This design comes from an exercise in tuning for small area, a short achievable clock period and few clock cycles per item on the open sky130 flow, not from production work.
Where RTL was checked, it was by simulation tests only, not by an equivalence proof against the original.
Function not checked in run 1: the RTL went through the layout flow alone.

==> flow/design.v <==
module padd #(parameter W = 8) (
    input  wire [W-1:0] a,
    input  wire [W-1:0] b,
    input  wire         ci,
    output wire [W-1:0] s,
    output wire         co
);
    localparam L = (W > 32) ? 6 : (W > 16) ? 5 : (W > 8) ? 4 : (W > 4) ? 3 : (W > 2) ? 2 : 1;
    wire [W-1:0] g [0:L];
    wire [W-1:0] p [0:L];
    wire [W-1:0] x = a ^ b;
    assign g[0] = (a & b) | {{(W-1){1'b0}}, x[0] & ci};
    assign p[0] = x;
    genvar l, i;
    generate
        for (l = 0; l < L; l = l + 1) begin : lv
            for (i = 0; i < W; i = i + 1) begin : bt
                if ((i >> l) & 1) begin : cb
                    localparam integer J = ((i >> l) << l) - 1;
                    assign g[l+1][i] = g[l][i] | (p[l][i] & g[l][J]);
                    assign p[l+1][i] = p[l][i] & p[l][J];
                end else begin : ps
                    assign g[l+1][i] = g[l][i];
                    assign p[l+1][i] = p[l][i];
                end
            end
        end
    endgenerate
    assign s  = x ^ {g[L][W-2:0], ci};
    assign co = g[L][W-1];
endmodule
module pinc #(parameter W = 8) (
    input  wire [W-1:0] a,
    input  wire         ci,
    output wire [W-1:0] s
);
    localparam L = (W > 32) ? 6 : (W > 16) ? 5 : (W > 8) ? 4 : (W > 4) ? 3 : (W > 2) ? 2 : 1;
    wire [W-1:0] p [0:L];
    assign p[0] = a;
    genvar l, i;
    generate
        for (l = 0; l < L; l = l + 1) begin : lv
            for (i = 0; i < W; i = i + 1) begin : bt
                if ((i >> l) & 1) begin : cb
                    localparam integer J = ((i >> l) << l) - 1;
                    assign p[l+1][i] = p[l][i] & p[l][J];
                end else begin : ps
                    assign p[l+1][i] = p[l][i];
                end
            end
        end
    endgenerate
    assign s = a ^ ({p[L][W-2:0], 1'b1} & {W{ci}});
endmodule
module csadd #(parameter W = 28, parameter B = 7) (
    input  wire [W-1:0] a,
    input  wire [W-1:0] b,
    input  wire         ci,
    output wire [W-1:0] s
);
    localparam NB = (W + B - 1) / B;
    wire [NB:0] c;
    assign c[0] = ci;
    genvar k;
    generate
        for (k = 0; k < NB; k = k + 1) begin : blk
            localparam integer LO = k * B;
            localparam integer HI = (LO + B > W) ? W - 1 : LO + B - 1;
            localparam integer N  = HI - LO + 1;
            wire [N:0] s0 = {1'b0, a[HI:LO]} + {1'b0, b[HI:LO]};
            wire [N:0] s1 = {1'b0, a[HI:LO]} + {1'b0, b[HI:LO]} + {{N{1'b0}}, 1'b1};
            assign s[HI:LO] = c[k] ? s1[N-1:0] : s0[N-1:0];
            assign c[k+1]   = c[k] ? s1[N] : s0[N];
        end
    endgenerate
endmodule
module bgt #(parameter W = 31, parameter B = 8) (
    input  wire [W-1:0] a,
    input  wire [W-1:0] b,
    output wire         gt
);
    localparam NB = (W + B - 1) / B;
    wire [NB-1:0] g, e;
    wire [NB:0]   r;                   
    assign r[0] = 1'b0;
    genvar k;
    generate
        for (k = 0; k < NB; k = k + 1) begin : blk
            localparam integer LO = k * B;
            localparam integer HI = (LO + B > W) ? W - 1 : LO + B - 1;
            assign g[k]   = a[HI:LO] > b[HI:LO];
            assign e[k]   = a[HI:LO] == b[HI:LO];
            assign r[k+1] = g[k] | (e[k] & r[k]);
        end
    endgenerate
    assign gt = r[NB];
endmodule
module pgt #(parameter W = 8) (
    input  wire [W-1:0] a,
    input  wire [W-1:0] b,
    output wire         gt
);
    wire [W-1:0] s;
    padd #(.W(W)) u (.a(a), .b(~b), .ci(1'b0), .s(s), .co(gt));
endmodule
module tz24 (
    input  wire [23:0] f,
    output reg  [4:0]  n
);
    integer i;
    always @* begin
        n = 5'd24;
        for (i = 23; i >= 0; i = i - 1)
            if (f[i]) n = i[4:0];
    end
endmodule
module lz27 (
    input  wire [26:0] f,
    output reg  [4:0]  n
);
    integer i;
    always @* begin
        n = 5'd26;
        for (i = 0; i <= 26; i = i + 1)
            if (f[i]) n = 5'd26 - i[4:0];
    end
endmodule
module fp32_align (
    input  wire [31:0] a,
    input  wire [31:0] b,
    output wire        swap,
    output wire [7:0]  exe,
    output wire [23:0] fx,
    output wire [26:0] my
);
    wire        anz  = |a[30:23];
    wire        bnz  = |b[30:23];
    wire [7:0]  eae  = {a[30:24], a[23] | ~anz};
    wire [7:0]  ebe  = {b[30:24], b[23] | ~bnz};
    bgt #(.W(31), .B(8)) u_gt (.a(b[30:0]), .b(a[30:0]), .gt(swap));
    wire [8:0]  dab  = {1'b0, eae} - {1'b0, ebe};
    wire [7:0]  dba  = ebe - eae;
    wire [7:0]  dexp = dab[8] ? dba : dab[7:0];      
    assign exe = swap ? ebe : eae;
    assign fx  = swap ? {bnz, b[22:0]} : {anz, a[22:0]};
    wire [23:0] fy   = swap ? {anz, a[22:0]} : {bnz, b[22:0]};
    wire [4:0]  tz;
    tz24 u_tz (.f(fy), .n(tz));
    wire        sticky = (dexp > {3'b000, tz} + 8'd3) & (|fy);
    wire        far    = (|dexp[7:5]) | (dexp[4:0] > 5'd26);
    assign my = (far ? 27'd0 : ({fy, 3'b000} >> dexp[4:0])) | {26'd0, sticky};
endmodule
module fp32_add_front (
    input  wire [31:0] a,
    input  wire [31:0] b,
    output wire [27:0] r,
    output wire [7:0]  exe,
    output wire        sx,
    output wire        nan,
    output wire        inf,
    output wire        zero
);
    wire        swap;
    wire [23:0] fx;
    wire [26:0] my;
    fp32_align u_al (.a(a), .b(b), .swap(swap), .exe(exe), .fx(fx), .my(my));
    wire        sub  = a[31] ^ b[31];
    assign sx = swap ? b[31] : a[31];
    wire a_nan = (&a[30:23]) & (|a[22:0]);
    wire b_nan = (&b[30:23]) & (|b[22:0]);
    wire a_inf = (&a[30:23]) & ~(|a[22:0]);
    wire b_inf = (&b[30:23]) & ~(|b[22:0]);
    assign nan  = a_nan | b_nan | (a_inf & b_inf & sub);
    assign inf  = a_inf | b_inf;
    assign zero = sub & (a[30:0] == b[30:0]);
    csadd #(.W(28), .B(7)) u_add (.a({1'b0, fx, 3'b000}), .b({sub, my ^ {27{sub}}}), .ci(sub), .s(r));
endmodule
module fp32_add_back (
    input  wire [27:0] r,
    input  wire [7:0]  exe,
    input  wire        sx,
    input  wire        nan,
    input  wire        inf,
    input  wire        zero,
    output wire [31:0] z
);
    wire [26:0] lim  = (exe > 8'd26) ? 27'd0 : (27'h4000000 >> (exe - 8'd1));
    wire [4:0]  lz;
    lz27 u_lz (.f(r[26:0] | lim), .n(lz));
    wire [26:0] n    = r[27] ? {r[27:2], r[1] | r[0]} : (r[26:0] << lz);
    wire [7:0]  e    = r[27] ? exe : (exe - 8'd1 - {3'd0, lz});    
    wire [30:0] m;
    fp32_round u_rd (.e(e), .n(n), .m(m));
    assign z = nan  ? 32'h7FC00000 :
               inf  ? {sx, 8'hFF, 23'd0} :
               zero ? 32'h00000000 :
                      {sx, m};
endmodule
module fp32_round (
    input  wire [7:0]  e,
    input  wire [26:0] n,
    output wire [30:0] m
);
    wire        rnd = n[2] & (n[1] | n[0] | n[3]);
    wire [8:0]  eh  = {1'b0, e} + {8'd0, n[26]};
    wire [31:0] pk;
    pinc #(.W(32)) u_inc (.a({eh, n[25:3]}), .ci(rnd), .s(pk));
    wire        ovf = pk[31] | (&pk[30:23]);
    assign m = ovf ? {8'hFF, 23'd0} : pk[30:0];
endmodule
module fp32_pack (
    input  wire [7:0]  e,
    input  wire [26:0] n,
    output wire [30:0] w,
    output wire        rnd
);
    wire [8:0]  eh  = {1'b0, e} + {8'd0, n[26]};
    wire        ovf = eh[8] | (&eh[7:0]);
    assign rnd = n[2] & (n[1] | n[0] | n[3]) & ~ovf;
    assign w   = ovf ? {8'hFF, 23'd0} : {eh[7:0], n[25:3]};
endmodule
module fp32_addsub_front (
    input  wire [31:0] l,
    input  wire [31:0] r,
    output wire [27:0] sa,       
    output wire [26:0] sd,       
    output wire [7:0]  exe,
    output wire        ss,       
    output wire        ds,       
    output wire        sub,      
    output wire        s_nan,
    output wire        d_nan,
    output wire        inf,
    output wire        same
);
    wire        swap;
    wire [23:0] fx;
    wire [26:0] my;
    fp32_align u_al (.a(l), .b(r), .swap(swap), .exe(exe), .fx(fx), .my(my));
    assign ss  = swap ? r[31] : l[31];
    assign ds  = swap ? ~r[31] : l[31];
    assign sub = l[31] ^ r[31];
    wire l_nan = (&l[30:23]) & (|l[22:0]);
    wire r_nan = (&r[30:23]) & (|r[22:0]);
    wire l_inf = (&l[30:23]) & ~(|l[22:0]);
    wire r_inf = (&r[30:23]) & ~(|r[22:0]);
    assign s_nan = l_nan | r_nan | (l_inf & r_inf & sub);
    assign d_nan = l_nan | r_nan | (l_inf & r_inf & ~sub);
    assign inf   = l_inf | r_inf;
    assign same  = (l[30:0] == r[30:0]);
    csadd #(.W(28), .B(7)) u_sa (.a({1'b0, fx, 3'b000}), .b({1'b0, my}), .ci(1'b0), .s(sa));
    csadd #(.W(27), .B(7)) u_sd (.a({fx, 3'b000}), .b(~my), .ci(1'b1), .s(sd));
endmodule
module fp32_addsub_back (
    input  wire [27:0] sa,
    input  wire [26:0] sd,
    input  wire [7:0]  exe,
    input  wire        ss,
    input  wire        ds,
    input  wire        sub,
    input  wire        s_nan,
    input  wire        d_nan,
    input  wire        inf,
    input  wire        same,
    output wire [31:0] s,
    output wire        s_rnd,
    output wire [31:0] d,
    output wire        d_rnd
);
    wire [26:0] na = sa[27] ? {sa[27:2], sa[1] | sa[0]} : sa[26:0];
    wire [7:0]  ea = sa[27] ? exe : exe - 8'd1;
    wire [30:0] wa;
    wire        ra;
    fp32_pack u_pa (.e(ea), .n(na), .w(wa), .rnd(ra));
    wire [26:0] lim  = (exe > 8'd26) ? 27'd0 : (27'h4000000 >> (exe - 8'd1));
    wire [4:0]  lz;
    lz27 u_lz (.f(sd | lim), .n(lz));
    wire [26:0] nd = sd << lz;
    wire [7:0]  ed = exe - 8'd1 - {3'd0, lz};
    wire [30:0] wd;
    wire        rd;
    fp32_pack u_pd (.e(ed), .n(nd), .w(wd), .rnd(rd));
    wire s_zero = sub & same;
    wire d_zero = ~sub & same;
    assign s = s_nan ? 32'h7FC00000 : inf ? {ss, 8'hFF, 23'd0} : s_zero ? 32'h00000000 :
               {ss, sub ? wd : wa};
    assign d = d_nan ? 32'h7FC00000 : inf ? {ds, 8'hFF, 23'd0} : d_zero ? 32'h00000000 :
               {ds, sub ? wa : wd};
    assign s_rnd = ~(s_nan | inf | s_zero) & (sub ? rd : ra);
    assign d_rnd = ~(d_nan | inf | d_zero) & (sub ? ra : rd);
endmodule
module csa #(parameter W = 48) (
    input  wire [W-1:0] x,
    input  wire [W-1:0] y,
    input  wire [W-1:0] z,
    output wire [W-1:0] s,
    output wire [W-1:0] c
);
    assign s = x ^ y ^ z;
    assign c = {(x[W-2:0] & y[W-2:0]) | (x[W-2:0] & z[W-2:0]) | (y[W-2:0] & z[W-2:0]), 1'b0};
endmodule
module fp32_mdec (
    input  wire [31:0] a,
    input  wire        a_rnd,
    output wire [23:0] ma,
    output wire [7:0]  ea,
    output wire        anz,
    output wire        nan,
    output wire        inf,
    output wire        zero
);
    assign anz  = |a[30:23];
    assign ma   = {anz, a[22:0]};
    assign ea   = {a[30:24], a[23] | ~anz};
    assign nan  = (&a[30:23]) & (|a[22:0]);
    assign inf  = ((&a[30:23]) & ~(|a[22:0])) | ((a[30:0] == 31'h7F7FFFFF) & a_rnd);
    assign zero = ~(|a[30:0]);
endmodule
module fp32_mround (
    input  wire [28:0] ph,
    input  wire        st,
    input  wire [4:0]  q,
    input  wire [9:0]  em1,
    output wire [30:0] m,
    output wire        ovf
);
    wire [28:0] w    = ph >> (q - 5'd20);    
    wire [23:0] mant = w[24:1];
    wire        g    = w[0];
    reg         sq;
    always @* begin
        case (q)
            5'd20:   sq = st;
            5'd21:   sq = st | ph[0];
            5'd22:   sq = st | (|ph[1:0]);
            5'd23:   sq = st | (|ph[2:0]);
            default: sq = st | (|ph[3:0]);
        endcase
    end
    wire        rnd  = g & (sq | mant[0]);
    wire [10:0] eh   = {1'b0, em1} + {10'd0, mant[23]};
    wire [33:0] pk;
    pinc #(.W(34)) u_inc (.a({eh, mant[22:0]}), .ci(rnd), .s(pk));
    assign ovf = (|pk[33:31]) | (&pk[30:23]);
    assign m   = pk[30:0];
endmodule
module fp32_mul_k_p (
    input  wire [23:0] ma,
    input  wire        a_rnd,
    input  wire        mono,
    output wire [28:0] ph,
    output wire        st
);
    wire [25:0] t;                                      
    csadd #(.W(26), .B(7)) u_t (.a({2'b00, ma}), .b({1'b0, ma, 1'b0}), .ci(1'b0), .s(t));
    wire [25:0] tg = t & {26{~mono}};
    wire [24:0] mi;
    pinc #(.W(25)) u_mi (.a({1'b0, ma}), .ci(a_rnd), .s(mi));
    wire [22:0] kl = mono ? 23'h100000 : 23'h01999A;
    wire [47:0] r0 = {mi, kl & {23{a_rnd}}};
    wire [47:0] r1 = {23'd0, ma & {24{~mono}}, 1'b0} | {4'd0, ma & {24{mono}}, 20'd0};
    wire [47:0] r2 = {19'd0, tg, 3'd0};
    wire [47:0] r3 = {15'd0, tg, 7'd0};
    wire [47:0] r4 = {11'd0, tg, 11'd0};
    wire [47:0] r5 = {7'd0, tg, 15'd0};
    wire [47:0] s1, c1, s2, c2, s3, c3, s4, c4;
    csa u_c1 (.x(r2), .y(r3), .z(r4), .s(s1), .c(c1));
    csa u_c2 (.x(r0), .y(r1), .z(r5), .s(s2), .c(c2));
    csa u_c3 (.x(s1), .y(c1), .z(s2), .s(s3), .c(c3));
    csa u_c4 (.x(s3), .y(c3), .z(c2), .s(s4), .c(c4));
    wire [47:0] p;
    csadd #(.W(48), .B(8)) u_p (.a(s4), .b(c4), .ci(1'b0), .s(p));
    assign ph = p[47:19];
    assign st = |p[18:0];
endmodule
module fp32_mul_k_r (
    input  wire [28:0] ph,
    input  wire        st,
    input  wire [7:0]  ea,
    input  wire        anz,
    input  wire        mono,
    input  wire        sgn,
    input  wire        nan,
    input  wire        inf,
    input  wire        zero,
    output wire [31:0] z
);
    reg  [4:0]  q;
    always @* begin
        if (anz)             q = ph[28] ? 5'd24 : 5'd23;
        else if (mono)       q = ph[27] ? 5'd23 : ph[26] ? 5'd22 : ph[25] ? 5'd21 : 5'd20;
        else                 q = ph[27] ? 5'd23 : ph[26] ? 5'd22 : 5'd21;
    end
    wire [9:0]  em1  = {2'b00, ea} + {5'd0, q} + (mono ? 10'd0 : 10'h3FF) - 10'd21;
    wire [30:0] m;
    wire        ovf;
    fp32_mround u_rd (.ph(ph), .st(st), .q(q), .em1(em1), .m(m), .ovf(ovf));
    assign z = nan  ? 32'h7FC00000 :
               (inf | ovf) ? {sgn, 8'hFF, 23'd0} :
               zero ? {sgn, 31'd0} :
                      {sgn, m};
endmodule
module fp32_mul_m_p (
    input  wire [23:0] ma,
    input  wire        a_rnd,
    output wire [28:0] ph,
    output wire        st
);
    wire [47:0] m48 = {24'd0, ma};
    wire [47:0] r0 = (m48 << 24) | (48'hE0794A & {48{a_rnd}});    
    wire [47:0] r1 = ~(m48 << 21);
    wire [47:0] r2 = m48 << 15;
    wire [47:0] r3 = ~(m48 << 11);
    wire [47:0] r4 = m48 << 8;
    wire [47:0] r5 = m48 << 6;
    wire [47:0] r6 = (m48 << 3) | 48'd2;    
    wire [47:0] r7 = m48 << 1;
    wire [47:0] s1, c1, s2, c2, s3, c3, s4, c4, s5, c5, s6, c6;
    csa u_c1 (.x(r0), .y(r1), .z(r2), .s(s1), .c(c1));
    csa u_c2 (.x(r3), .y(r4), .z(r5), .s(s2), .c(c2));
    csa u_c3 (.x(s1), .y(c1), .z(s2), .s(s3), .c(c3));
    csa u_c4 (.x(c2), .y(r6), .z(r7), .s(s4), .c(c4));
    csa u_c5 (.x(s3), .y(c3), .z(s4), .s(s5), .c(c5));
    csa u_c6 (.x(s5), .y(c5), .z(c4), .s(s6), .c(c6));
    wire [47:0] p;
    csadd #(.W(48), .B(8)) u_p (.a(s6), .b(c6), .ci(1'b0), .s(p));
    assign ph = p[47:19];
    assign st = |p[18:0];
endmodule
module fp32_mul_m_r (
    input  wire [28:0] ph,
    input  wire        st,
    input  wire [7:0]  ea,
    input  wire        anz,
    input  wire        sgn,
    input  wire        nan,
    input  wire        inf,
    input  wire        zero,
    input  wire        mzero,
    output wire [31:0] z
);
    reg  [4:0]  q;
    always @* begin
        if (anz)  q = ph[28] ? 5'd24 : 5'd23;
        else      q = ph[27] ? 5'd23 : 5'd22;
    end
    wire [9:0]  em1  = {2'b00, ea} + {5'd0, q} - 10'd23;
    wire [30:0] m;
    wire        ovf;
    fp32_mround u_rd (.ph(ph), .st(st), .q(q), .em1(em1), .m(m), .ovf(ovf));
    assign z = (nan | (mzero & inf)) ? 32'h7FC00000 :
               (mzero | zero)        ? {sgn, 31'd0} :
               (inf | ovf)           ? {sgn, 8'hFF, 23'd0} :
                                       {sgn, m};
endmodule
module mpx_enc (
    input  wire        clk,
    input  wire        rst,
    input  wire        in_valid,
    output wire        in_ready,
    input  wire        in_stereo,
    input  wire [31:0] in_left,
    input  wire [31:0] in_right,
    input  wire [31:0] in_slot,
    output reg         out_valid,
    output reg  [31:0] out_contrib,
    output reg  [31:0] out_obuf
);
    reg         rdy;
    reg  [3:0]  ph;
    assign in_ready = rdy;
    wire take = in_valid & rdy;
    reg  [9:0]  v;
    reg         mono0;
    reg  [31:0] l0, r0, slot0;
    wire [27:0] sa_w;
    wire [26:0] sd_w;
    wire [7:0]  sde_w;
    wire        ss_w, ds_w, sub_w, snan_w, dnan_w, sdinf_w, same_w;
    fp32_addsub_front u_sd1 (.l(l0), .r(r0), .sa(sa_w), .sd(sd_w), .exe(sde_w),
        .ss(ss_w), .ds(ds_w), .sub(sub_w), .s_nan(snan_w), .d_nan(dnan_w),
        .inf(sdinf_w), .same(same_w));
    reg  [27:0] sa1;
    reg  [26:0] sd1;
    reg  [7:0]  sde1;
    reg         ss1, ds1, sub1, snan1, dnan1, sdinf1, same1;
    reg         mono1;
    reg  [3:0]  ph1;
    reg  [31:0] slot1;
    wire [31:0] s_w, d_w;
    wire        srnd_w, drnd_w;
    fp32_addsub_back u_sd2 (.sa(sa1), .sd(sd1), .exe(sde1), .ss(ss1), .ds(ds1),
        .sub(sub1), .s_nan(snan1), .d_nan(dnan1), .inf(sdinf1), .same(same1),
        .s(s_w), .s_rnd(srnd_w), .d(d_w), .d_rnd(drnd_w));
    reg  [31:0] s2, d2;
    reg         srnd2, drnd2;
    reg         mono2;
    reg  [3:0]  ph2;
    reg  [31:0] slot2;
    wire [23:0] ms_w, md_w;
    wire [7:0]  es_w, ed_w;
    wire        snz_w, snan3_w, sinf3_w, szero3_w;
    wire        dnz_w, dnan3_w, dinf3_w, dzero3_w;
    fp32_mdec u_ds (.a(s2), .a_rnd(srnd2), .ma(ms_w), .ea(es_w), .anz(snz_w),
        .nan(snan3_w), .inf(sinf3_w), .zero(szero3_w));
    fp32_mdec u_dd (.a(d2), .a_rnd(drnd2), .ma(md_w), .ea(ed_w), .anz(dnz_w),
        .nan(dnan3_w), .inf(dinf3_w), .zero(dzero3_w));
    wire [28:0] p1h_w, p2h_w;
    wire        p1st_w, p2st_w;
    fp32_mul_k_p u_t1p (.ma(ms_w), .a_rnd(srnd2), .mono(mono2), .ph(p1h_w), .st(p1st_w));
    fp32_mul_m_p u_t2p (.ma(md_w), .a_rnd(drnd2), .ph(p2h_w), .st(p2st_w));
    wire mzero_w = (ph2 == 4'd0) | (ph2 == 4'd3) | (ph2 == 4'd6) | (ph2 == 4'd9);
    wire mneg_w  = (ph2 == 4'd4) | (ph2 == 4'd5) | (ph2 == 4'd10) | (ph2 == 4'd11);
    reg  [28:0] p1h3, p2h3;
    reg         p1st3, p2st3;
    reg  [7:0]  es3, ed3;
    reg         snz3, snan3, sinf3, szero3, ssg3;
    reg         dnz3, dnan3, dinf3, dzero3, dsg3, mzero3;
    reg         mono3;
    reg  [3:0]  ph3;
    reg  [31:0] slot3;
    wire [31:0] t1_w, t2m_w;
    fp32_mul_k_r u_t1r (.ph(p1h3), .st(p1st3), .ea(es3), .anz(snz3), .mono(mono3),
        .sgn(ssg3), .nan(snan3), .inf(sinf3), .zero(szero3), .z(t1_w));
    fp32_mul_m_r u_t2r (.ph(p2h3), .st(p2st3), .ea(ed3), .anz(dnz3), .sgn(dsg3),
        .nan(dnan3), .inf(dinf3), .zero(dzero3), .mzero(mzero3), .z(t2m_w));
    wire [31:0] t2_w = mono3 ? 32'h80000000 : t2m_w;
    reg  [31:0] t1_4, t2_4;
    reg         mono4;
    reg  [3:0]  ph4;
    reg  [31:0] slot4;
    wire [27:0] ar_w;
    wire [7:0]  ae_w;
    wire        asx_w, anan_w, ainf_w, azero_w;
    fp32_add_front u_a1 (.a(t1_4), .b(t2_4), .r(ar_w), .exe(ae_w), .sx(asx_w),
        .nan(anan_w), .inf(ainf_w), .zero(azero_w));
    reg  [27:0] ar5;
    reg  [7:0]  ae5;
    reg         asx5, anan5, ainf5, azero5;
    reg         mono5;
    reg  [3:0]  ph5;
    reg  [31:0] slot5;
    wire [31:0] a_w;
    fp32_add_back u_a2 (.r(ar5), .exe(ae5), .sx(asx5), .nan(anan5), .inf(ainf5),
        .zero(azero5), .z(a_w));
    reg  [31:0] a6;
    reg         mono6;
    reg  [3:0]  ph6;
    reg  [31:0] slot6;
    reg  [31:0] t3_w;
    always @* begin
        if (mono6) t3_w = 32'h80000000;
        else case (ph6)
            4'd1, 4'd5:   t3_w = 32'h3EE66666;
            4'd2, 4'd4:   t3_w = 32'h3F478841;
            4'd3:         t3_w = 32'h3F666666;
            4'd7, 4'd11:  t3_w = 32'hBEE66666;
            4'd8, 4'd10:  t3_w = 32'hBF478841;
            4'd9:         t3_w = 32'hBF666666;
            default:      t3_w = 32'h00000000;
        endcase
    end
    wire [27:0] cr_w;
    wire [7:0]  ce_w;
    wire        csx_w, cnan_w, cinf_w, czero_w;
    fp32_add_front u_c1 (.a(a6), .b(t3_w), .r(cr_w), .exe(ce_w), .sx(csx_w),
        .nan(cnan_w), .inf(cinf_w), .zero(czero_w));
    reg  [27:0] cr7;
    reg  [7:0]  ce7;
    reg         csx7, cnan7, cinf7, czero7;
    reg  [31:0] slot7;
    wire [31:0] c_w;
    fp32_add_back u_c2 (.r(cr7), .exe(ce7), .sx(csx7), .nan(cnan7), .inf(cinf7),
        .zero(czero7), .z(c_w));
    reg  [31:0] c8;
    reg  [31:0] slot8;
    wire [27:0] or_w;
    wire [7:0]  oe_w;
    wire        osx_w, onan_w, oinf_w, ozero_w;
    fp32_add_front u_o1 (.a(slot8), .b(c8), .r(or_w), .exe(oe_w), .sx(osx_w),
        .nan(onan_w), .inf(oinf_w), .zero(ozero_w));
    reg  [27:0] or9;
    reg  [7:0]  oe9;
    reg         osx9, onan9, oinf9, ozero9;
    reg  [31:0] c9;
    wire [31:0] o_w;
    fp32_add_back u_o2 (.r(or9), .exe(oe9), .sx(osx9), .nan(onan9), .inf(oinf9),
        .zero(ozero9), .z(o_w));
    always @(posedge clk) begin
        rdy <= ~rst;
        if (rst) begin
            ph        <= 4'd0;
            v         <= 10'd0;
            out_valid <= 1'b0;
        end else begin
            if (v[0] & ~mono0) ph <= (ph == 4'd11) ? 4'd0 : ph + 4'd1;
            v         <= {v[8:0], take};
            out_valid <= v[9];
        end
        mono0 <= ~in_stereo;
        l0    <= in_left;
        r0    <= in_stereo ? in_right : 32'h80000000;
        slot0 <= in_slot;
        sa1 <= sa_w; sd1 <= sd_w; sde1 <= sde_w;
        ss1 <= ss_w; ds1 <= ds_w; sub1 <= sub_w; snan1 <= snan_w; dnan1 <= dnan_w;
        sdinf1 <= sdinf_w; same1 <= same_w;
        mono1 <= mono0; ph1 <= ph; slot1 <= slot0;
        s2 <= s_w; d2 <= d_w; srnd2 <= srnd_w; drnd2 <= drnd_w;
        mono2 <= mono1; ph2 <= ph1; slot2 <= slot1;
        p1h3 <= p1h_w; p1st3 <= p1st_w; p2h3 <= p2h_w; p2st3 <= p2st_w;
        es3 <= es_w; snz3 <= snz_w; snan3 <= snan3_w; sinf3 <= sinf3_w; szero3 <= szero3_w;
        ssg3 <= s2[31];
        ed3 <= ed_w; dnz3 <= dnz_w; dnan3 <= dnan3_w; dinf3 <= dinf3_w; dzero3 <= dzero3_w;
        dsg3 <= d2[31] ^ mneg_w; mzero3 <= mzero_w;
        mono3 <= mono2; ph3 <= ph2; slot3 <= slot2;
        t1_4 <= t1_w; t2_4 <= t2_w;
        mono4 <= mono3; ph4 <= ph3; slot4 <= slot3;
        ar5 <= ar_w; ae5 <= ae_w; asx5 <= asx_w; anan5 <= anan_w; ainf5 <= ainf_w; azero5 <= azero_w;
        mono5 <= mono4; ph5 <= ph4; slot5 <= slot4;
        a6 <= a_w; mono6 <= mono5; ph6 <= ph5; slot6 <= slot5;
        cr7 <= cr_w; ce7 <= ce_w; csx7 <= csx_w; cnan7 <= cnan_w; cinf7 <= cinf_w; czero7 <= czero_w;
        slot7 <= slot6;
        c8 <= c_w; slot8 <= slot7;
        or9 <= or_w; oe9 <= oe_w; osx9 <= osx_w; onan9 <= onan_w; oinf9 <= oinf_w; ozero9 <= ozero_w;
        c9 <= c8;
        out_contrib <= c9;
        out_obuf    <= o_w;
    end
endmodule
==> flow/run.sh <==
#!/bin/bash
# synth_recipe.tcl (not shown) runs the flow's synth.tcl, then flattens the netlist and writes it again
# the make line also repeats each setting of config.mk as NAME=value (left out here)
make -C /OpenROAD-flow-scripts/flow DESIGN_CONFIG=/design/flow/config.mk WORK_HOME=/design/flow/orfs CLKGATE_MAP_FILE= SYNTH_SCRIPT=/design/flow/synth_recipe.tcl finish
==> flow/config.mk <==
export PLATFORM = sky130hd
export DESIGN_NAME = mpx_enc
export DESIGN_NICKNAME = mpx_enc
export VERILOG_FILES = /design/flow/design.v
export SDC_FILE = /design/flow/constraint.sdc
export NUM_CORES = 4
export LEC_CHECK = 0
export ABC_AREA = 1
export CAP_MARGIN = 20
export CORE_MARGIN = 2
export CORE_UTILIZATION = 60
export CTS_CLUSTER_DIAMETER = 100
export CTS_CLUSTER_SIZE = 30
export SLEW_MARGIN = 20
==> flow/constraint.sdc <==
create_clock -name core_clock -period 40.0 [get_ports {clk}]
set_input_delay 8.0000 -clock core_clock [delete_from_list [all_inputs] [get_ports {clk}]]
set_output_delay 8.0000 -clock core_clock [all_outputs]
set_load 0.01 [all_outputs]
==> impl_metrics.tcl, run 1 <==
set metrics [dict create \
    outcome "finished clean" \
    crit_type "reg -> reg" \
    numClockSinks 967 \
    fin_hold_ws_ps 326.0 \
    core_area_um2 125900 \
    synth.most_common_cell "nand2_1" \
    postCtsSetupRepairBufs 0 \
    rows 130 \
    tritoncts "yes" \
    antenna_found_initial 16 \
    end_kind "flop" \
    cts_made_buffers 48 \
    dieWidth_um 360.4 \
    synth_cell_type_count 74 \
    post-place-cells 12710 \
    first_iter_violations 7505 \
    final_cells 12790 \
    min_period_ps 9595 \
    rsz0062_at_grt "false" \
    hp-class "reg -> reg" \
    synth_cells 11130 \
    die_y_um 360.4 \
    postRouteAntennaNets 0 \
    yosysWarnings 9 \
    synth_edf_count 0 \
    dpl.hpwl_mm 196.0 \
    final_max_slew_viol_count 0 \
    start_util 0.6053 \
    areaGrowthSynthToFinish_pct 6.308 \
    clock_latency_ps 710 \
    tightest_slew_ps 1260 \
    cpMostUsedCell "nand2_1" \
    max_cap_violations 0 \
    synth_common_cells "2429 x nand2_1, 1730 x inv_1, 983 x nor2_1, 967 x dfxtp_1, 835 x o21ai_0" \
    num_vias 72580 \
    fill_cells 11410 \
    cts_buffer_depth 3 \
    hold_violations 0 \
    synth_seq_cells 967 \
    detail_route.first_pass.iterations 9 \
    track_usage 0.3599 \
    drive_above_1_share 0.03072 \
    required_ps 40560 \
    max_stage_delay_ps 930 \
    gp_congestion 1.040 \
    grt_max_degree 114 \
    yosysTopAreaCellShare 0.2540 \
    grt_overflow 0 \
    grt_pass1_vias 68150 \
    clock_skew_ps 46.22 \
    synthTopCellsByArea "dfxtp_1 25%, nand2_1 12%, ha_1 11%" \
    fin_tns_setup_ps 0 \
    num_io_pins 166 \
    dieArea_um2 129900 \
    cts_hold_buf 0 \
    synth_flop_cell "dfxtp_1" \
    htree_levels 2 \
    critPathLaunchType "flop" \
    cts-root-buf "clkbuf_16" \
    synth.largest_area_cell "dfxtp_1" \
    ys_seq_area_frac 0.2540 \
    slew_headroom 0.1508 \
    synth_area_per_cell_um2 6.844 \
    setup_viol 0 \
    async_flop_share 0 \
    nets 12140 \
    cts-resized-gates 0 \
    drc 0 \
    grt_pass1_wl_mm 373.1 \
    via_per_inst 5.676 \
    routed_wl_mm 240.1 \
    clkTransAtPathRegs_ps 100 \
    portBuffers 165 \
    fin_crit_sh 0.2399 \
    syn_area_um2 76210 \
    max_freq_ghz 0.1042 \
    slowest_stage "inv_1" \
    arrival_ps 10160 \
    crit_fanout 38 \
    avgRoutedWirePerCell_um 18.77 \
]
## path summary, 6_finish.rpt
check,startpoint,to,slack (ps),depth (start not counted)
max,mono6$_DFF_P_,cr7[27]$_DFF_P_,30410,48
min,slot0[8]$_DFF_P_,slot1[8]$_DFF_P_,330,0
max reg2reg,mono6$_DFF_P_,cr7[27]$_DFF_P_,30410,48
min reg2reg,slot0[8]$_DFF_P_,slot1[8]$_DFF_P_,330,0
## through the flow
stage | instance area [um2] | setup WS [ps] | util
floorplan | 76220 | 31560 | -
global placement | 79230 | 30760 | 0.6293
detailed placement | 79230 | 30660 | 0.6293
CTS | 80960 | 30360 | 0.6431
global route | 81000 | 29240 | 0.6434
finish | 81010 | 30410 | 0.6435
## metal layers
| metal | global-route usage | wire length (um) | up-vias |
|---|---|---|---|
| li1 | - | - | 35570 |
| met2 | 0.5699 | 104500 | 3114 |
| met1 | 0.4897 | 103300 | 33380 |
| met5 | 0 | 92 | - |
| met4 | 0.1405 | 10140 | 14 |
| met3 | 0.06052 | 22020 | 503 |
## final cells by class
cell class                 instances  area (um2)  share of cell area
timing repair buffer             235        2197             0.02712
clock inverter                    26       518.0            0.006394
tap                             1650        2064             0.02548
multi-input combinational       8039       48820              0.6027
antenna                            6       15.01           0.0001853
inverter                        1816        6818             0.08416
sequential                       967       19360              0.2390
clock buffer                      49        1215             0.01500
## cells in the final DEF, fill, tap and decap left out, types with 19 or more instances in the layout
cell type,instances
a21oi_1,509
a31oi_1,26
and2_1,25
buf_4,69
clkbuf_16,48
clkdlybuf4s50_1,165
clkinv_1,21
dfxtp_1,965
fa_1,267
ha_1,663
inv_1,1730
inv_2,64
nand2_1,2426
nand3_1,771
nand4_1,157
nor2_1,983
nor2_2,21
nor3_1,127
nor4_1,73
o211ai_1,63
o21ai_0,833
o21ai_1,138
o21bai_1,40
o221ai_1,19
o31ai_1,22
or2_2,48
xnor2_1,176
xor2_1,398
## cell families after synthesis
group                    share of synthesized area
AO/OA/AOI/OAI                               0.1273
XOR/XNOR                                   0.06632
adder cells (fa/ha/maj)                     0.1790
buffers and inverters                       0.1061
flip-flops                                  0.2540
multiplexers                              0.002824
other                                   0.00004921
AND/OR/NAND/NOR                             0.2644
## critical path: cells and delay by family, from the launching register on
kind	cells	cell delay [ps]
buffers and inverters	5	1250
xor gates and xnor gates	2	320
adders and majority gates	3	720
DFF	1	390
and+or+nand+nor	21	3690
AOI/OAI and AO/OA	17	3130
==> inputs of run 2 (changes only) <==
--- a/flow/design.v
+++ b/flow/design.v
@@ -76,23 +76,2 @@
 endmodule
-module bgt #(parameter W = 31, parameter B = 8) (
-    input  wire [W-1:0] a,
-    input  wire [W-1:0] b,
-    output wire         gt
-);
-    localparam NB = (W + B - 1) / B;
-    wire [NB-1:0] g, e;
-    wire [NB:0]   r;                   
-    assign r[0] = 1'b0;
-    genvar k;
-    generate
-        for (k = 0; k < NB; k = k + 1) begin : blk
-            localparam integer LO = k * B;
-            localparam integer HI = (LO + B > W) ? W - 1 : LO + B - 1;
-            assign g[k]   = a[HI:LO] > b[HI:LO];
-            assign e[k]   = a[HI:LO] == b[HI:LO];
-            assign r[k+1] = g[k] | (e[k] & r[k]);
-        end
-    endgenerate
-    assign gt = r[NB];
-endmodule
 module pgt #(parameter W = 8) (
@@ -139,3 +118,3 @@
     wire [7:0]  ebe  = {b[30:24], b[23] | ~bnz};
-    bgt #(.W(31), .B(8)) u_gt (.a(b[30:0]), .b(a[30:0]), .gt(swap));
+    pgt #(.W(31)) u_gt (.a(b[30:0]), .b(a[30:0]), .gt(swap));
     wire [8:0]  dab  = {1'b0, eae} - {1'b0, ebe};
@@ -546,18 +525,27 @@
     reg  [31:0] a6;
-    reg         mono6;
-    reg  [3:0]  ph6;
+    reg  [2:0]  t3c6;
     reg  [31:0] slot6;
-    reg  [31:0] t3_w;
+    reg  [2:0]  t3c_w;
+    always @* begin
+        if (mono5) t3c_w = 3'b100;
+        else case (ph5)
+            4'd1, 4'd5:   t3c_w = 3'b001;
+            4'd2, 4'd4:   t3c_w = 3'b010;
+            4'd3:         t3c_w = 3'b011;
+            4'd7, 4'd11:  t3c_w = 3'b101;
+            4'd8, 4'd10:  t3c_w = 3'b110;
+            4'd9:         t3c_w = 3'b111;
+            default:      t3c_w = 3'b000;
+        endcase
+    end
+    reg  [30:0] t3m;
     always @* begin
-        if (mono6) t3_w = 32'h80000000;
-        else case (ph6)
-            4'd1, 4'd5:   t3_w = 32'h3EE66666;
-            4'd2, 4'd4:   t3_w = 32'h3F478841;
-            4'd3:         t3_w = 32'h3F666666;
-            4'd7, 4'd11:  t3_w = 32'hBEE66666;
-            4'd8, 4'd10:  t3_w = 32'hBF478841;
-            4'd9:         t3_w = 32'hBF666666;
-            default:      t3_w = 32'h00000000;
+        case (t3c6[1:0])
+            2'd1:    t3m = 31'h3EE66666;
+            2'd2:    t3m = 31'h3F478841;
+            2'd3:    t3m = 31'h3F666666;
+            default: t3m = 31'h00000000;
         endcase
     end
+    wire [31:0] t3_w = {t3c6[2], t3m};
     wire [27:0] cr_w;
@@ -619,3 +607,3 @@
         mono5 <= mono4; ph5 <= ph4; slot5 <= slot4;
-        a6 <= a_w; mono6 <= mono5; ph6 <= ph5; slot6 <= slot5;
+        a6 <= a_w; t3c6 <= t3c_w; slot6 <= slot5;
         cr7 <= cr_w; ce7 <= ce_w; csx7 <= csx_w; cnan7 <= cnan_w; cinf7 <= cinf_w; czero7 <= czero_w;
==> run 2 against run 1 <==
Non-clock buffer count down 13. Fmax down 9.4%. Routed wire length down 8.7%. Global-route usage down 3.2 points.
==> impl_metrics.tcl, run 2 <==
set metrics [dict create \
    multi_input_area_um2 48680 \
    startpoint "t3c6[0]$_SDFF_PP0_" \
    hold_violations 0 \
    grt_pass1_wl_mm 348.1 \
    areaGrowthSynthToFinish_pct 6.027 \
    num_vias 71000 \
    setup_viol 0 \
    min-delay-start "ph4[3]$_DFF_P_" \
    rsz0062_at_grt "false" \
    fill_cells 11500 \
    final_max_slew_viol_count 0 \
    synth_common_cells "2403 x nand2_1, 1819 x inv_1, 963 x dfxtp_1, 932 x o21ai_0, 914 x nor2_1" \
    synthTopCellsByArea "dfxtp_1 25%, nand2_1 12%, ha_1 11%" \
    antenna_found_initial 8 \
    async_flop_share 0 \
    max_freq_ghz 0.09445 \
    numClockSinks 963 \
    synth-compound-area-share 0.1274 \
    clock_skew_ps 58.79 \
    first_iter_violations 6449 \
    synth-adder-area-share 0.1789 \
    fin_crit_sh 0.2647 \
    ys_seq_area_frac 0.2530 \
    rows 130 \
    num_io_pins 166 \
    yosysWarnings 10 \
    fin_hold_ws_ps 328.5 \
    slowest_stage "inv_1" \
    hp-class "reg -> reg" \
    cts-root-buf "clkbuf_16" \
    drive_above_1_share 0.02945 \
    start_util 0.6052 \
    clock_latency_ps 710 \
    synth.largest_area_cell "dfxtp_1" \
    hold_depth 0 \
    synth_seq_cells 963 \
    synth_cell_type_count 72 \
    syn_area_um2 76190 \
    synth_cells 11080 \
    via_per_inst 5.581 \
    max_stage_delay_ps 700 \
    routed_wl_mm 219.1 \
    min_period_ps 10590 \
    path_depth 53 \
    cp_top_family "compound AO/OA/AOI/OAI gates" \
    gp_congestion 1.001 \
    synth_flop_cell "dfxtp_1" \
    synth_edf_count 0 \
    cp_num_buf_inv 7 \
    synth_area_per_cell_um2 6.875 \
    cts_hold_buf 0 \
    cts_buffer_depth 3 \
    final_cell_mix "2400 x nand2_1, 1819 x inv_1, 961 x dfxtp_1" \
    postCtsSetupRepairBufs 0 \
    avgRoutedWirePerCell_um 17.22 \
    outcome "finished clean" \
    reg2reg_from "t3c6[0]$_SDFF_PP0_" \
    clkTransAtPathRegs_ps 110 \
    synth_mux_area_frac 0.003761 \
    cts_made_buffers 47 \
    drc 0 \
    htree_levels 2 \
    fin_tns_setup_ps 0 \
    core_area_um2 125900 \
    critPathLaunchType "flop" \
    arrival_ps 11160 \
    end_kind "flop" \
    nets 12070 \
    crit_fanout 38 \
    grt_max_degree 114 \
    dieArea_um2 129900 \
    grt_pass1_vias 66790 \
    max_cap_violations 0 \
    register_area_um2 19280 \
    slew_headroom 0.2883 \
    layout_commonest_cell "nand2_1" \
    die_y_um 360.4 \
    synth_xor_area_frac 0.06574 \
    grt_overflow 0 \
    required_ps 40580 \
    dieWidth_um 360.4 \
    crit_type "reg -> reg" \
    r2r_cells 53 \
    cpMostUsedCell "nand2_1" \
    tritoncts "yes" \
    synth_top_family_by_area "simple AND/OR/NAND/NOR gates" \
    portBuffers 165 \
    detail_route.first_pass.iterations 9 \
    synth_simple_gate_area_frac 0.2625 \
    cts-resized-gates 0 \
    track_usage 0.3283 \
    tightest_slew_ps 1064 \
    synth.most_common_cell "nand2_1" \
    dpl.hpwl_mm 178.4 \
    postRouteAntennaNets 0 \
    yosysTopAreaCellShare 0.2530 \
]
[run 2: changes by cell type in the layout (fill, tap and decap cells not counted), moves of 10 or more]
cell and change:
nand2_2 +10, a21oi_1 -30, nand2_1 -26, buf_4 -12, nor2_1 -69, inv_2 -41, a21o_1 +10, inv_1 +89
o21ai_0 +97, o21ai_1 -108, nand3_1 -11
[run 2: metal layers]
metal / share of wire / global-route usage / vias to the layer above
met5: 0 / 0 / -
met4: 0.039 / 0.1143 / 0
met3: 0.074 / 0.04214 / 474
met2: 0.46 / 0.5450 / 2656
met1: 0.43 / 0.4395 / 32500
li1: - / - / 35370
[run 2: path summary, 6_finish.rpt]
path                                   endpoint  slack, ps
worst max-delay path            cr7[27]$_DFF_P_      29410
worst min-delay path             ph5[3]$_DFF_P_        330
worst max register to register  cr7[27]$_DFF_P_      29410
worst min register to register   ph5[3]$_DFF_P_        330
[run 2: cell families (layout without fill, tap and decap cells)]
| logic type | count (synthesis) | count (layout) |
|---|---|---|
| and+or+nand+nor | 4662 | 4662 |
| muxes | 28 | 28 |
| buffers and inverters | 2168 | 2153 |
| other | 1 | 5 |
| DFF | 963 | 963 |
| AOI/OAI and AO/OA | 1760 | 1760 |
| adders and majority gates | 929 | 929 |
| xor gates and xnor gates | 571 | 571 |
[run 2: cell type report]
type / count / share of cell area
multi-input combinational: 7954 / 0.6026
sequential: 963 / 0.2387
inverter: 1857 / 0.08629
timing repair buffer: 222 / 0.02574
tap: 1650 / 0.02556
clock buffer: 47 / 0.01456
clock inverter: 27 / 0.006552
antenna: 1 / 0.00003098
[run 2: through the flow]
stage               setup WS, ps  instance area [um2]  instances  utilization
floorplan                  31560                76200      11090            -
global placement           29850                79080      12650       0.6281
detailed placement         29560                79080      12650       0.6281
CTS                        29510                80780      12720       0.6417
global route               28100                80780      12720       0.6417
finish                     29410                80780      12720       0.6417
Testbench counts of run 2, summed over its fixed seeds: cycles 8,088, items 8,000.
==> inputs of run 3 (changes only) <==
--- a/flow/design.v
+++ b/flow/design.v
@@ -54,24 +54,2 @@
 endmodule
-module csadd #(parameter W = 28, parameter B = 7) (
-    input  wire [W-1:0] a,
-    input  wire [W-1:0] b,
-    input  wire         ci,
-    output wire [W-1:0] s
-);
-    localparam NB = (W + B - 1) / B;
-    wire [NB:0] c;
-    assign c[0] = ci;
-    genvar k;
-    generate
-        for (k = 0; k < NB; k = k + 1) begin : blk
-            localparam integer LO = k * B;
-            localparam integer HI = (LO + B > W) ? W - 1 : LO + B - 1;
-            localparam integer N  = HI - LO + 1;
-            wire [N:0] s0 = {1'b0, a[HI:LO]} + {1'b0, b[HI:LO]};
-            wire [N:0] s1 = {1'b0, a[HI:LO]} + {1'b0, b[HI:LO]} + {{N{1'b0}}, 1'b1};
-            assign s[HI:LO] = c[k] ? s1[N-1:0] : s0[N-1:0];
-            assign c[k+1]   = c[k] ? s1[N] : s0[N];
-        end
-    endgenerate
-endmodule
 module pgt #(parameter W = 8) (
@@ -154,3 +132,3 @@
     assign zero = sub & (a[30:0] == b[30:0]);
-    csadd #(.W(28), .B(7)) u_add (.a({1'b0, fx, 3'b000}), .b({sub, my ^ {27{sub}}}), .ci(sub), .s(r));
+    padd #(.W(28)) u_add (.a({1'b0, fx, 3'b000}), .b({sub, my ^ {27{sub}}}), .ci(sub), .s(r), .co());
 endmodule
@@ -229,4 +207,4 @@
     assign same  = (l[30:0] == r[30:0]);
-    csadd #(.W(28), .B(7)) u_sa (.a({1'b0, fx, 3'b000}), .b({1'b0, my}), .ci(1'b0), .s(sa));
-    csadd #(.W(27), .B(7)) u_sd (.a({fx, 3'b000}), .b(~my), .ci(1'b1), .s(sd));
+    padd #(.W(28)) u_sa (.a({1'b0, fx, 3'b000}), .b({1'b0, my}), .ci(1'b0), .s(sa), .co());
+    padd #(.W(27)) u_sd (.a({fx, 3'b000}), .b(~my), .ci(1'b1), .s(sd), .co());
 endmodule
@@ -333,3 +311,3 @@
     wire [25:0] t;                                      
-    csadd #(.W(26), .B(7)) u_t (.a({2'b00, ma}), .b({1'b0, ma, 1'b0}), .ci(1'b0), .s(t));
+    padd #(.W(26)) u_t (.a({2'b00, ma}), .b({1'b0, ma, 1'b0}), .ci(1'b0), .s(t), .co());
     wire [25:0] tg = t & {26{~mono}};
@@ -350,3 +328,3 @@
     wire [47:0] p;
-    csadd #(.W(48), .B(8)) u_p (.a(s4), .b(c4), .ci(1'b0), .s(p));
+    padd #(.W(48)) u_p (.a(s4), .b(c4), .ci(1'b0), .s(p), .co());
     assign ph = p[47:19];
@@ -404,3 +382,3 @@
     wire [47:0] p;
-    csadd #(.W(48), .B(8)) u_p (.a(s6), .b(c6), .ci(1'b0), .s(p));
+    padd #(.W(48)) u_p (.a(s6), .b(c6), .ci(1'b0), .s(p), .co());
     assign ph = p[47:19];
==> run 3 against run 2 <==
Flip-flop and latch count is the same. Highest routed layer is now met5. Setup slack gained 200 ps. Synthesized area shrank 4.9%. Die area decreased by 4.9%. Register-to-register slack improved by 200 ps. Fmax rose by 1.9%. First-iteration DRC count down 5.3%. Design area shrank 4.9%. Clock-buffer cell count increased by 3.
==> impl_metrics.tcl, run 3 <==
set metrics [dict create \
    outcome "finished clean" \
    max_freq_ghz 0.09627 \
    crit_fanout 24 \
    final_cell_mix "2266 x nand2_1, 1582 x inv_1, 961 x dfxtp_1" \
    syn_area_um2 72420 \
    synth_cells 10360 \
    synth_cell_type_count 90 \
    drive_above_1_share 0.03522 \
    slew_headroom 0.2266 \
    dpl.hpwl_mm 168.7 \
    r2r-end "sa1[26]$_DFF_P_" \
    rows 127 \
    gp_congestion 1.049 \
    required_ps 40590 \
    setup_viol 0 \
    grt_max_degree 114 \
    htree_levels 2 \
    max_cap_violations 0 \
    fin_tns_setup_ps 0 \
    synth_seq_cells 963 \
    final_util 0.6414 \
    synth_edf_count 0 \
    ys_seq_area_frac 0.2662 \
    synth_common_cells "2269 x nand2_1, 1582 x inv_1, 963 x dfxtp_1, 814 x nor2_1, 755 x o21ai_0" \
    areaGrowthSynthToFinish_pct 6.114 \
    end_kind "flop" \
    fin_crit_sh 0.2597 \
    reg2reg_from "r0[27]$_SDFF_PN0_" \
    layout_commonest_cell "nand2_1" \
    yosysTopAreaCellShare 0.2662 \
    hold_end "slot1[8]$_DFF_P_" \
    portBuffers 165 \
    antenna_found_initial 8 \
    avgRoutedWirePerCell_um 17.44 \
    first_iter_violations 6108 \
    cts-root-buf "clkbuf_16" \
    synth.most_common_cell "nand2_1" \
    postCtsSetupRepairBufs 0 \
    dieArea_um2 123500 \
    dieWidth_um 351.4 \
    numClockSinks 963 \
    synth_area_per_cell_um2 6.991 \
    synth.largest_area_cell "dfxtp_1" \
    slowest_stage "nor4_1" \
    yosysWarnings 14 \
    track_usage 0.3291 \
    synthTopCellsByArea "dfxtp_1 27%, nand2_1 12%, ha_1 11%" \
    final_max_slew_viol_count 0 \
    clkTransAtPathRegs_ps 100 \
    start_util 0.6045 \
    postRouteAntennaNets 0 \
    r2r_cells 61 \
    hold_depth 0 \
    cts_buffer_depth 3 \
    tritoncts "yes" \
    min-delay-start "slot0[8]$_DFF_P_" \
    via_per_inst 5.616 \
    core_area_um2 119800 \
    grt_overflow 0 \
    fill_cells 10930 \
    crit_type "reg -> reg" \
    die_y_um 351.4 \
    synth_flop_cell "dfxtp_1" \
    drc 0 \
    cts_hold_buf 0 \
    arrival_ps 10980 \
    rsz0062_at_grt "false" \
    max_stage_delay_ps 520 \
    clock_latency_ps 730 \
    routed_wl_mm 208.5 \
    num_io_pins 166 \
    clock_skew_ps 46.55 \
    min_period_ps 10390 \
    grt_pass1_wl_mm 327.0 \
    cts-resized-gates 0 \
    tightest_slew_ps 1151 \
    critPathLaunchType "flop" \
    num_vias 67120 \
    cpMostUsedCell "inv_1" \
    async_flop_share 0 \
    hp-class "reg -> reg" \
    grt_pass1_vias 62640 \
    nets 11310 \
    detail_route.first_pass.iterations 6 \
    cts_made_buffers 46 \
    regToRegSetupSlack_ps 29610 \
    hold_violations 0 \
]
## run 3: area by class of cell
type	instances	area (um2)	share of cell area
diodes	4	10.01	0.0001302
flip-flops and latches	963	19280	0.2509
inverters	1655	6220	0.08093
clock buffers	50	1196	0.01556
multi-input cells	7428	45660	0.5941
well taps	1612	2017	0.02624
repair buffers	218	2049	0.02667
clock inverters	22	417.9	0.005438
## run 3: layer usage
metal	global-route usage	routed length (um)	up-vias
met2	0.5533	97030	2526
met4	0.1164	7849	6
met5	0	39	-
met3	0.04478	15220	443
li1	-	-	33280
met1	0.4325	88340	30870
## run 3: worst max path at each step
| stage | start | end | slack [ps] |
|---|---|---|---|
| 3_5_place_dp | r0[27]$_SDFF_PN0_ | sa1[26]$_DFF_P_ | 29770 |
| 3_3_place_gp | r0[27]$_SDFF_PN0_ | sa1[27]$_DFF_P_ | 29970 |
| 6_report | r0[27]$_SDFF_PN0_ | sa1[26]$_DFF_P_ | 29610 |
| 4_1_cts | r0[27]$_SDFF_PN0_ | sa1[26]$_DFF_P_ | 29730 |
| 2_1_floorplan | s2[3]$_SDFF_PN0_ | p1h3[28]$_DFF_P_ | 31480 |
| 5_1_grt | r0[27]$_SDFF_PN0_ | sa1[26]$_DFF_P_ | 28550 |
## run 3: cell families (layout without fill, tap and decap cells)
kind of cell,count (synthesis),in the layout,share of synthesized area
other,1,8,0.00005178
buffers and inverters,1972,1945,0.1046
and+or+nand+nor,4332,4332,0.2586
muxes,24,24,0.003351
adders and majority gates,899,899,0.1822
AOI/OAI and AO/OA,1755,1755,0.1350
xor gates and xnor gates,414,414,0.05007
DFF,963,963,0.2662
## run 3: through the flow
| step | hold slack [ps] | instance area [um2] | std cells | worst slack [ps] |
|---|---|---|---|---|
| floorplan | 309.6 | 72440 | 10360 | 31480 |
| global placement | 309.7 | 75220 | 11880 | 29970 |
| detailed placement | 312.1 | 75220 | 11880 | 29770 |
| CTS | 321.0 | 76840 | 11950 | 29730 |
| global route | 333.7 | 76850 | 11950 | 28550 |
| finish | 316.9 | 76850 | 11950 | 29610 |
## run 3: critical path, delay by kind of cell, from the launching register on
family	cells	cell delay (ps)
buffers and inverters	17	1860
DFF	1	360
AOI/OAI and AO/OA	26	4550
and+or+nand+nor	14	2460
xor gates and xnor gates	1	160
adders and majority gates	3	870
Testbench counts of run 3, summed over its fixed seeds: cycles 8,088, items 8,000.
==> inputs of run 4 (changes only) <==
--- a/flow/design.v
+++ b/flow/design.v
@@ -54,2 +54,24 @@
 endmodule
+module csadd #(parameter W = 28, parameter B = 7) (
+    input  wire [W-1:0] a,
+    input  wire [W-1:0] b,
+    input  wire         ci,
+    output wire [W-1:0] s
+);
+    localparam NB = (W + B - 1) / B;
+    wire [NB:0] c;
+    assign c[0] = ci;
+    genvar k;
+    generate
+        for (k = 0; k < NB; k = k + 1) begin : blk
+            localparam integer LO = k * B;
+            localparam integer HI = (LO + B > W) ? W - 1 : LO + B - 1;
+            localparam integer N  = HI - LO + 1;
+            wire [N:0] s0 = {1'b0, a[HI:LO]} + {1'b0, b[HI:LO]};
+            wire [N:0] s1 = {1'b0, a[HI:LO]} + {1'b0, b[HI:LO]} + {{N{1'b0}}, 1'b1};
+            assign s[HI:LO] = c[k] ? s1[N-1:0] : s0[N-1:0];
+            assign c[k+1]   = c[k] ? s1[N] : s0[N];
+        end
+    endgenerate
+endmodule
 module pgt #(parameter W = 8) (
@@ -132,3 +154,3 @@
     assign zero = sub & (a[30:0] == b[30:0]);
-    padd #(.W(28)) u_add (.a({1'b0, fx, 3'b000}), .b({sub, my ^ {27{sub}}}), .ci(sub), .s(r), .co());
+    csadd #(.W(28), .B(7)) u_add (.a({1'b0, fx, 3'b000}), .b({sub, my ^ {27{sub}}}), .ci(sub), .s(r));
 endmodule
@@ -207,4 +229,4 @@
     assign same  = (l[30:0] == r[30:0]);
-    padd #(.W(28)) u_sa (.a({1'b0, fx, 3'b000}), .b({1'b0, my}), .ci(1'b0), .s(sa), .co());
-    padd #(.W(27)) u_sd (.a({fx, 3'b000}), .b(~my), .ci(1'b1), .s(sd), .co());
+    csadd #(.W(28), .B(7)) u_sa (.a({1'b0, fx, 3'b000}), .b({1'b0, my}), .ci(1'b0), .s(sa));
+    csadd #(.W(27), .B(7)) u_sd (.a({fx, 3'b000}), .b(~my), .ci(1'b1), .s(sd));
 endmodule
@@ -310,5 +332,3 @@
 );
-    wire [25:0] t;                                      
-    padd #(.W(26)) u_t (.a({2'b00, ma}), .b({1'b0, ma, 1'b0}), .ci(1'b0), .s(t), .co());
-    wire [25:0] tg = t & {26{~mono}};
+    wire [23:0] mst = ma & {24{~mono}};
     wire [24:0] mi;
@@ -317,14 +337,25 @@
     wire [47:0] r0 = {mi, kl & {23{a_rnd}}};
-    wire [47:0] r1 = {23'd0, ma & {24{~mono}}, 1'b0} | {4'd0, ma & {24{mono}}, 20'd0};
-    wire [47:0] r2 = {19'd0, tg, 3'd0};
-    wire [47:0] r3 = {15'd0, tg, 7'd0};
-    wire [47:0] r4 = {11'd0, tg, 11'd0};
-    wire [47:0] r5 = {7'd0, tg, 15'd0};
-    wire [47:0] s1, c1, s2, c2, s3, c3, s4, c4;
-    csa u_c1 (.x(r2), .y(r3), .z(r4), .s(s1), .c(c1));
-    csa u_c2 (.x(r0), .y(r1), .z(r5), .s(s2), .c(c2));
-    csa u_c3 (.x(s1), .y(c1), .z(s2), .s(s3), .c(c3));
-    csa u_c4 (.x(s3), .y(c3), .z(c2), .s(s4), .c(c4));
+    wire [47:0] m48 = {24'd0, mst};
+    wire [47:0] r1a = m48 << 16;
+    wire [47:0] r9 = {4'd0, ma & {24{mono}}, 20'd0};
+    wire [47:0] r2 = m48 << 15;
+    wire [47:0] r3 = m48 << 12;
+    wire [47:0] r4 = m48 << 11;
+    wire [47:0] r5 = m48 << 8;
+    wire [47:0] r6 = m48 << 7;
+    wire [47:0] r7 = m48 << 4;
+    wire [47:0] r8 = m48 << 3;
+    wire [47:0] r10 = m48 << 1;
+    wire [47:0] s1, c1, s2, c2, s3, c3, s4a, c4a, s5, c5, s6, c6, s7, c7, s8, c8, s4, c4;
+    csa u_c1 (.x(r1a), .y(r2), .z(r3), .s(s1), .c(c1));
+    csa u_c2 (.x(r4), .y(r5), .z(r6), .s(s2), .c(c2));
+    csa u_c3 (.x(r7), .y(r8), .z(r10), .s(s3), .c(c3));
+    csa u_c4 (.x(r0), .y(r9), .z(s1), .s(s4a), .c(c4a));
+    csa u_c5 (.x(c1), .y(s2), .z(c2), .s(s5), .c(c5));
+    csa u_c6 (.x(s3), .y(c3), .z(s4a), .s(s6), .c(c6));
+    csa u_c7 (.x(c4a), .y(s5), .z(c5), .s(s7), .c(c7));
+    csa u_c8 (.x(s6), .y(c6), .z(s7), .s(s8), .c(c8));
+    csa u_c9 (.x(s8), .y(c8), .z(c7), .s(s4), .c(c4));
     wire [47:0] p;
-    padd #(.W(48)) u_p (.a(s4), .b(c4), .ci(1'b0), .s(p), .co());
+    csadd #(.W(48), .B(8)) u_p (.a(s4), .b(c4), .ci(1'b0), .s(p));
     assign ph = p[47:19];
@@ -382,3 +413,3 @@
     wire [47:0] p;
-    padd #(.W(48)) u_p (.a(s6), .b(c6), .ci(1'b0), .s(p), .co());
+    csadd #(.W(48), .B(8)) u_p (.a(s6), .b(c6), .ci(1'b0), .s(p));
     assign ph = p[47:19];
@@ -503,27 +534,18 @@
     reg  [31:0] a6;
-    reg  [2:0]  t3c6;
+    reg         mono6;
+    reg  [3:0]  ph6;
     reg  [31:0] slot6;
-    reg  [2:0]  t3c_w;
-    always @* begin
-        if (mono5) t3c_w = 3'b100;
-        else case (ph5)
-            4'd1, 4'd5:   t3c_w = 3'b001;
-            4'd2, 4'd4:   t3c_w = 3'b010;
-            4'd3:         t3c_w = 3'b011;
-            4'd7, 4'd11:  t3c_w = 3'b101;
-            4'd8, 4'd10:  t3c_w = 3'b110;
-            4'd9:         t3c_w = 3'b111;
-            default:      t3c_w = 3'b000;
-        endcase
-    end
-    reg  [30:0] t3m;
+    reg  [31:0] t3_w;
     always @* begin
-        case (t3c6[1:0])
-            2'd1:    t3m = 31'h3EE66666;
-            2'd2:    t3m = 31'h3F478841;
-            2'd3:    t3m = 31'h3F666666;
-            default: t3m = 31'h00000000;
+        if (mono6) t3_w = 32'h80000000;
+        else case (ph6)
+            4'd1, 4'd5:   t3_w = 32'h3EE66666;
+            4'd2, 4'd4:   t3_w = 32'h3F478841;
+            4'd3:         t3_w = 32'h3F666666;
+            4'd7, 4'd11:  t3_w = 32'hBEE66666;
+            4'd8, 4'd10:  t3_w = 32'hBF478841;
+            4'd9:         t3_w = 32'hBF666666;
+            default:      t3_w = 32'h00000000;
         endcase
     end
-    wire [31:0] t3_w = {t3c6[2], t3m};
     wire [27:0] cr_w;
@@ -585,3 +607,3 @@
         mono5 <= mono4; ph5 <= ph4; slot5 <= slot4;
-        a6 <= a_w; t3c6 <= t3c_w; slot6 <= slot5;
+        a6 <= a_w; mono6 <= mono5; ph6 <= ph5; slot6 <= slot5;
         cr7 <= cr_w; ce7 <= ce_w; csx7 <= csx_w; cnan7 <= cnan_w; cinf7 <= cinf_w; czero7 <= czero_w;
--- a/flow/config.mk
+++ b/flow/config.mk
@@ -10,5 +10,3 @@
 export CORE_MARGIN = 2
-export CORE_UTILIZATION = 60
-export CTS_CLUSTER_DIAMETER = 100
-export CTS_CLUSTER_SIZE = 30
+export CORE_UTILIZATION = 45
 export SLEW_MARGIN = 20
==> run 4 against run 3 <==
Largest cell class unchanged. Worst hold slack got worse by 22 ps. Clock skew increased by 33 ps. Routed wire length increased by 12%. Still clean on timing, DRC and antenna. Non-clock buffer count increased by 25. Register-to-register slack got worse by 70 ps. Design area increased by 11%.
==> impl_metrics.tcl, run 4 <==
set metrics [dict create \
    outcome "finished clean" \
    synth_seq_cells 967 \
    synth_cell_type_count 73 \
    final_max_slew_viol_count 0 \
    max_freq_ghz 0.09559 \
    core_area_um2 171500 \
    tightest_slew_ps 1138 \
    track_usage 0.2612 \
    cts_hold_buf 0 \
    synth_cells 11190 \
    gp_congestion 0.9600 \
    portBuffers 165 \
    hold_violations 0 \
    fin_area_um2 85220 \
    cpMostUsedCell "nand2_1" \
    drive_above_1_share 0.03617 \
    cts-resized-gates 0 \
    regToRegSetupSlack_ps 29540 \
    clkTransAtPathRegs_ps 60 \
    fin_tns_setup_ps 0 \
    rows 152 \
    r2r_cells 55 \
    min-delay-start "slot1[16]$_DFF_P_" \
    num_io_pins 166 \
    numClockSinks 967 \
    tritoncts "yes" \
    synthTopCellsByArea "dfxtp_1 25%, nand2_1 12%, ha_1 11%" \
    max_stage_delay_ps 890 \
    post_dp_cell_area_um2 81580 \
    grt_overflow 0 \
    r2r-end "cr7[27]$_DFF_P_" \
    clock_skew_ps 79.32 \
    postRouteAntennaNets 0 \
    antenna_found_initial 1 \
    fin_crit_sh 0.2615 \
    detail_route.first_pass.iterations 6 \
    via_per_inst 5.215 \
    crit_fanout 38 \
    synth_area_per_cell_um2 6.942 \
    syn_area_um2 77670 \
    clock_latency_ps 790 \
    slew_headroom 0.2389 \
    required_ps 40600 \
    avgRoutedWirePerCell_um 17.07 \
    critPathLaunchType "flop" \
    slowest_stage "nor2_1" \
    nets 12340 \
    cts_made_buffers 102 \
    first_iter_violations 5691 \
    cts_buffer_depth 3 \
    setup_viol 0 \
    grt_pass1_wl_mm 367.2 \
    hold_depth 0 \
    synth.most_common_cell "nand2_1" \
    hold_end "slot2[16]$_DFF_P_" \
    start_util 0.4528 \
    arrival_ps 11060 \
    fill_cells 17440 \
    min_period_ps 10460 \
    hp-class "reg -> reg" \
    postCtsSetupRepairBufs 0 \
    async_flop_share 0 \
    end_kind "flop" \
    layout_commonest_cell "nand2_1" \
    synth.largest_area_cell "dfxtp_1" \
    final_cell_mix "2396 x nand2_1, 1923 x inv_1, 966 x dfxtp_1" \
    rsz0062_at_grt "false" \
    synth_common_cells "2399 x nand2_1, 1923 x inv_1, 967 x dfxtp_1, 908 x o21ai_0, 897 x nor2_1" \
    drc 0 \
    grt_pass1_vias 66910 \
    synth_flop_cell "dfxtp_1" \
    dieWidth_um 419.5 \
    areaGrowthSynthToFinish_pct 9.715 \
    yosysTopAreaCellShare 0.2492 \
    yosysWarnings 10 \
    synth_edf_count 0 \
    routed_wl_mm 232.6 \
    reg2reg_from "mono6$_DFF_P_" \
    crit_type "reg -> reg" \
    dieArea_um2 175900 \
    max_cap_violations 0 \
    htree_levels 3 \
    ys_seq_area_frac 0.2492 \
    cts-root-buf "clkbuf_16" \
    grt_max_degree 114 \
    dpl.hpwl_mm 190.1 \
    die_y_um 419.5 \
    num_vias 71050 \
    fin_hold_ws_ps 295.2 \
]
run 4: cell types whose count changed after synthesis, sizes merged, moves of 66 or more:
cell	before	now
inv	1642	1939
nand2	2296	2413
fa	259	355
nand3	714	803
xor2	310	396
nor2	857	923
run 4: how the worst max path moves through the flow:
stage | start | slack, ps | end
3_5_place_dp | mono6$_DFF_P_ | 29760 | cr7[27]$_DFF_P_
6_report | mono6$_DFF_P_ | 29540 | cr7[27]$_DFF_P_
4_1_cts | mono6$_DFF_P_ | 29740 | cr7[27]$_DFF_P_
2_1_floorplan | rst | 31560 | out_valid$_SDFF_PP0_
5_1_grt | mono6$_DFF_P_ | 28200 | cr7[27]$_DFF_P_
3_3_place_gp | mono6$_DFF_P_ | 29810 | cr7[27]$_DFF_P_
run 4: kinds of logic after synthesis:
kind of cell,after synthesis,synth area share
adder cells (fa/ha/maj),1011,0.1972
AND/OR/NAND/NOR,4655,0.2561
XOR/XNOR,560,0.06315
other,1,0.00004828
buffers and inverters,2271,0.1109
AO/OA/AOI/OAI,1697,0.1198
flip-flops,967,0.2492
multiplexers,27,0.003592
run 4: cell type report:
cell class | instances | area, um2 | area share
multi-input combinational | 7954 | 49760 | 0.5838
sequential | 967 | 19360 | 0.2272
inverter | 1957 | 7346 | 0.08620
tap | 2310 | 2890 | 0.03392
clock buffer | 128 | 2800 | 0.03286
timing repair buffer | 243 | 2237 | 0.02625
clock inverter | 60 | 818.3 | 0.009602
antenna | 5 | 12.51 | 0.0001468
run 4: through the flow:
stage,setup WS [ps],std cells,util
after floorplan,31560,11190,-
after global placement,29810,13430,0.4756
after detailed placement,29760,13430,0.4756
after CTS,29740,13620,0.4967
after global routing,28200,13620,0.4967
final,29540,13620,0.4968
run 4: worst max-delay path: cells and delay by family (launching register included):
kind,cells,cell delay (ps)
and+or+nand+nor,26,4120
AOI/OAI and AO/OA,19,3440
buffers and inverters,6,1350
adders and majority gates,3,860
DFF,1,380
xor gates and xnor gates,1,150
run 4: layer usage:
layer | track usage | vias up | routed length, um
met1 | 0.3615 | 33100 | 107000
met3 | 0.02515 | 299 | 11620
met4 | 0.06396 | 0 | 5680
li1 | - | 35770 | -
met2 | 0.4362 | 1879 | 108200
met5 | 0 | - | 0
Testbench counts of run 4, summed over its fixed seeds: cycles 8,088, items 8,000.

-- port drivers added, routing unchanged --
Ports are ideal in the flow. The routed layouts listed here were re-timed in OpenROAD. Step 1, drivers: a clkbuf_16 drives clk and a buf_2 each remaining input, both assumed. Step 2 also shifts input and output timing later by t, the mid clock arrival at the registers, as if the neighbouring blocks saw the same clock. Three values: ideal, step 1, step 2; two values: the first two.
run | shift t [ns] | slack for setup (ns) | cell pins on the clock port's net
run 1 | 0.766 | 30.405 / 30.325 / 30.405 | 1
run 2 | 0.770 | 29.412 / 29.412 / 29.412 | 1
run 3 | 0.775 | 29.612 / 29.612 / 29.612 | 1
run 4 | 0.838 | 29.539 / 29.539 / 29.539 | 1
After both steps every run listed still meets setup and hold.
